This is an optimization exercise on Yosys and OpenROAD, whose aim is small area, a short achievable clock period and few clock cycles per item, not a production implementation. In this exercise RTL edits were held to simulation tests only and were not proved equivalent to the original.

==> design.v <==
module ham_fixed #(
    parameter R = 3
) (
    input  wire         dec,         
    input  wire [254:0] w,           
    output reg  [254:0] c            
);
    localparam N = (1 << R) - 1;
    localparam K = N - R;
    function [2039:0] make_cols;
        input integer r;
        integer wt, v, b, cnt, j;
        begin
            make_cols = 2040'd0;
            j = 0;
            for (wt = r; wt >= 1; wt = wt - 1)
                for (v = (1 << r) - 1; v >= 1; v = v - 1) begin
                    cnt = 0;
                    for (b = 0; b < r; b = b + 1)
                        cnt = cnt + ((v >> b) & 1);
                    if (cnt == wt) begin
                        make_cols[8*j +: 8] = v[7:0];
                        j = j + 1;
                    end
                end
        end
    endfunction
    localparam [2039:0] COLS = make_cols(R);
    reg [R-1:0] s;        
    integer i, j;
    always @(*) begin
        s = {R{1'b0}};
        for (j = 0; j < N; j = j + 1)
            if (j < K || dec)
                if (w[j])
                    s = s ^ COLS[8*j +: R];
        c = 255'd0;
        if (!dec) begin
            c[K-1:0] = w[K-1:0];
            for (i = 0; i < R; i = i + 1)
                c[K + i] = s[R-1-i];
        end else begin
            c[N-1:0] = w[N-1:0];
            for (j = 0; j < N; j = j + 1)
                if (s == COLS[8*j +: R])
                    c[j] = ~w[j];
        end
    end
endmodule
module hamming_codec (
    input  wire         clk,
    input  wire         rst,         
    input  wire         in_valid,
    output wire         in_ready,
    input  wire         in_op,       
    input  wire [3:0]   in_r,        
    input  wire [254:0] in_word,
    output reg          out_valid,
    input  wire         out_ready,
    output reg  [254:0] out_word,
    output reg          out_err      
);
    wire [254:0] res [2:8];
    genvar g;
    generate
        for (g = 2; g <= 8; g = g + 1) begin : g_code
            ham_fixed #(.R(g)) u_code (.dec(in_op), .w(in_word), .c(res[g]));
        end
    endgenerate
    reg [254:0] result;
    reg         bad_r;
    always @(*) begin
        bad_r  = 1'b0;
        case (in_r)
            4'd2: result = res[2];
            4'd3: result = res[3];
            4'd4: result = res[4];
            4'd5: result = res[5];
            4'd6: result = res[6];
            4'd7: result = res[7];
            4'd8: result = res[8];
            default: begin
                result = 255'd0;
                bad_r  = 1'b1;
            end
        endcase
    end
    assign in_ready = !out_valid || out_ready;
    always @(posedge clk) begin
        if (rst)
            out_valid <= 1'b0;
        else if (in_ready)
            out_valid <= in_valid;
    end
    always @(posedge clk) begin
        if (in_valid && in_ready) begin
            out_word <= result;
            out_err  <= bad_r;
        end
    end
endmodule
==> run.sh <==
#!/bin/bash
# synth_recipe.tcl (not shown) runs the flow's synth.tcl, then flattens the netlist and writes it again
# the make line also repeats each setting of config.mk as NAME=value (left out here)
make -C /OpenROAD-flow-scripts/flow DESIGN_CONFIG=/design/flow/config.mk WORK_HOME=/design/flow/orfs CLKGATE_MAP_FILE= SYNTH_SCRIPT=/design/flow/synth_recipe.tcl finish
==> config.mk <==
export PLATFORM = sky130hd
export DESIGN_NAME = hamming_codec
export DESIGN_NICKNAME = hamming_codec
export VERILOG_FILES = /design/flow/design.v
export SDC_FILE = /design/flow/constraint.sdc
export NUM_CORES = 4
export LEC_CHECK = 0
export CAP_MARGIN = 20
export CORE_MARGIN = 2
export CORE_UTILIZATION = 20
export PLACE_DENSITY = 0.45
export SLEW_MARGIN = 20
==> constraint.sdc <==
create_clock -name core_clock -period 8.0 [get_ports {clk}]
set_input_delay 1.6000 -clock core_clock [delete_from_list [all_inputs] [get_ports {clk}]]
set_output_delay 1.6000 -clock core_clock [all_outputs]
set_load 0.01 [all_outputs]
==> notes.md <==
-- critical path: stages --
cell and delay [ns]:
clkdlybuf4s50_1 0.81, xnor2_1 0.81, xnor3_1 0.51, xnor2_1 0.20
xnor2_1 0.45, xnor3_1 0.53, xor3_1 0.94, nand4_2 0.63
nor4_1 0.80, xnor2_1 0.20, nor2_1 0.07
-- metal layers --
metal,GRT usage (%),vias up,share of wire (%)
met5,0,-,0.073
met4,14.6,20,6.4
met3,5.48,452,8.7
met2,45.3,2059,46
met1,33.8,14600,39
li1,-,12000,-
-- state kept, by name, summed over array words and instances, names as in the netlist --
register / cells
out_word: 255
out_err: 1
out_valid: 1
-- area by class of cell --
type	count	area (um2)	share of cell area, %
antenna	5	12.5	0.0314
sequential	257	7710	19.4
clock inverter	27	277	0.695
timing repair buffer	878	8060	20.2
inverter	13	48.8	0.123
clock buffer	45	1040	2.61
tap	1903	2380	5.98
multi-input combinational	2428	20300	51.0
-- worst max path at each step --
| stage | startpoint | end | slack [ns] | cells after the start |
|---|---|---|---|---|
| 2_1_floorplan | in_word[40] | out_word[110]$_DFFE_PP_ | 2.58 | 12 |
| 3_3_place_gp | in_word[57] | out_word[38]$_DFFE_PP_ | 0.24 | 13 |
| 3_5_place_dp | in_word[57] | out_word[38]$_DFFE_PP_ | 0.28 | 13 |
| 4_1_cts | in_word[57] | out_word[38]$_DFFE_PP_ | 0.90 | 13 |
| 5_1_grt | in_word[57] | out_word[38]$_DFFE_PP_ | 0.79 | 13 |
| 6_report | in_word[50] | out_word[164]$_DFFE_PP_ | 0.75 | 11 |
-- stage by stage --
step	cells	worst slack [ns]	hold slack, ns
after CTS	5551	0.901	0.570
after detailed placement	5479	0.278	0.560
after floorplan	2974	2.58	0.593
final	5556	0.749	0.552
after global routing	5553	0.792	0.600
after global placement	5479	0.239	0.553
-- placed cells by master (no fill, tap or decap), types with 10 or more instances in the layout --
cell and count:
o31ai_1 16, nand3_1 41, nand4_1 24, buf_4 345
o22ai_1 24, nor2_1 259, nor4_1 32, nor4_2 28
a21oi_1 142, nor3_1 95, o221ai_1 22, nand2b_1 19
a21o_1 10, a31oi_1 13, o32ai_1 11, nor3b_1 31
xor3_1 28, nand2_1 165, and3_1 21, edfxtp_1 256
xnor3_1 148, or3_1 23, xor2_1 158, mux2i_1 23
o21ai_0 82, clkdlybuf4s50_1 520, clkbuf_16 40, buf_12 13
a221o_1 20, a221oi_1 61, or2_2 17, a211oi_1 22
xnor2_1 645, inv_1 12, nor3_2 45
-- cell families (layout without fill, tap and decap cells) --
kind of cell           count (synthesis)  after routing  synth area share, %
XOR/XNOR                             998            998                 39.4
AND/OR/NAND/NOR                      886            886                 16.8
AO/OA/AOI/OAI                        514            514                 12.0
buffers and inverters                289            963                 4.21
flip-flops                           257            257                 26.5
multiplexers                          30             30                 1.06
other                                  0              5                    0
==> out/metrics.csv <==
metric,value,unit
rows,139,
ios,522,
reg2reg_to,out_word[16]$_DFFE_PP_,
grt_pass1_wl,273,mm
route.detailed.drc,0,
drive_gt1_share,15.9,%
hp-class,reg -> reg,
hold_path_depth,2,
finalSetupViolations,0,
synth.most_common_cell,xnor2_1,
r2r-start,out_valid$_SDFFE_PP0N_,
setup_tns,0,ns
syn-cell-area,29100,um2
cts-root-buf,clkbuf_16,
ys_seq_area_share,26.5,%
cts_tree,built,
critPathRequiredTime,8.34,ns
period_minus_slack,7.25,ns
final_core_util,27.6,%
synth_common_cells,"xnor2_1 (645), nor2_1 (262), edfxtp_1 (256)",
ys_seq_elements,257,
postCtsSetupBuffers,0,
path_max_fanout,11,
final.setup_skew,0.0322,ns
fillers,15500,
cts-htree-levels,2,
syn_to_final_growth,36.8,%
maxCapViolCount,0,
status,finished clean,
antenna_found_initial,23,
post_drt_wl_per_cell,38.2,um
hold_viol,0,
rsz0062_at_grt,false,
yosysTopAreaCellShare,26.4,%
ys_types,92,
path_class,in -> reg,
first_pass_iters,6,
die_area,149000,um2
cts_sinks,257,
drt_wl_total,212,mm
antenna_left,0,
worst_pin_slew,1.22,ns
grt_max_degree,145,
clock_latency,0.62,ns
worstRegToRegCells,3,
ys.flop_type,edfxtp_1,
core,144000,um2
cts_buffer_depth,3,
synthCells,2974,
portBuffers,521,
synthTopCellsByArea,"edfxtp_1 (26%), xnor2_1 (19%), xnor3_1 (11%), xor2_1 (4.8%), nor2_1 (3.4%)",
start_util,20.2,%
numCtsBuffers,40,
vias,29100,
endpoint_kind,flop,
place_area,38500,um2
cts.hold.buffers_added,0,
worstPathArrival,7.59,ns
synth-edff-count,256,
fin_area,39800,um2
startpoint_type,input port,
drv_slew,0,
cts_resized,0,
r2r_setup_slack,5.38,ns
grtUsageTotal,27.5,%
fin_crit_sh,90.6,%
whs_endpoint,out_valid$_SDFFE_PP0N_,
die_x,385,um
grt_pass1_vias,27700,
avgSynthCellArea,9.78,um2
relSlewSlack,18.8,%
place_hpwl,170,mm
syn_nets,3238,
path_clk_slew,0.06,ns
fmax,138,MHz
fp.dieH,385,um
synthArstFlopShare,0,%
nNetsFinal,3882,
place_congestion,1.01,
drt_iter0_drc,4142,
yosysWarnings,8,
via_per_inst,5.24,
yosys.area.top_type,edfxtp_1,
min_from,out_valid$_SDFFE_PP0N_,
grt-ovfl-total,0,
Testbench counts, summed over its fixed seeds: cycles 12,008, items 12,000.

## re-timing with driven ports
The results above use ideal ports. As a check the final layout listed here was re-extracted and re-timed, cells and wires unchanged. Step 1, drivers: a clkbuf_16 drives clk and a buf_2 each remaining input, both assumed. Step 2 moves the port delays by t, midway between the first and last clock arrival at a register: inputs arrive t later, outputs are due t later. That takes back most of the time a late clock gives input paths. Slacks: ideal ports / drivers / drivers and shift; pairs: ideal ports / drivers.
t (ns): 0.677
slack for setup (ns): 0.749 / 0.794 / 0.117
worst setup path after step 2: input to register
After both steps this run still meets setup and hold. For this run, drivers alone change the setup slack by +0.045 ns; drivers and shift together by -0.632 ns.
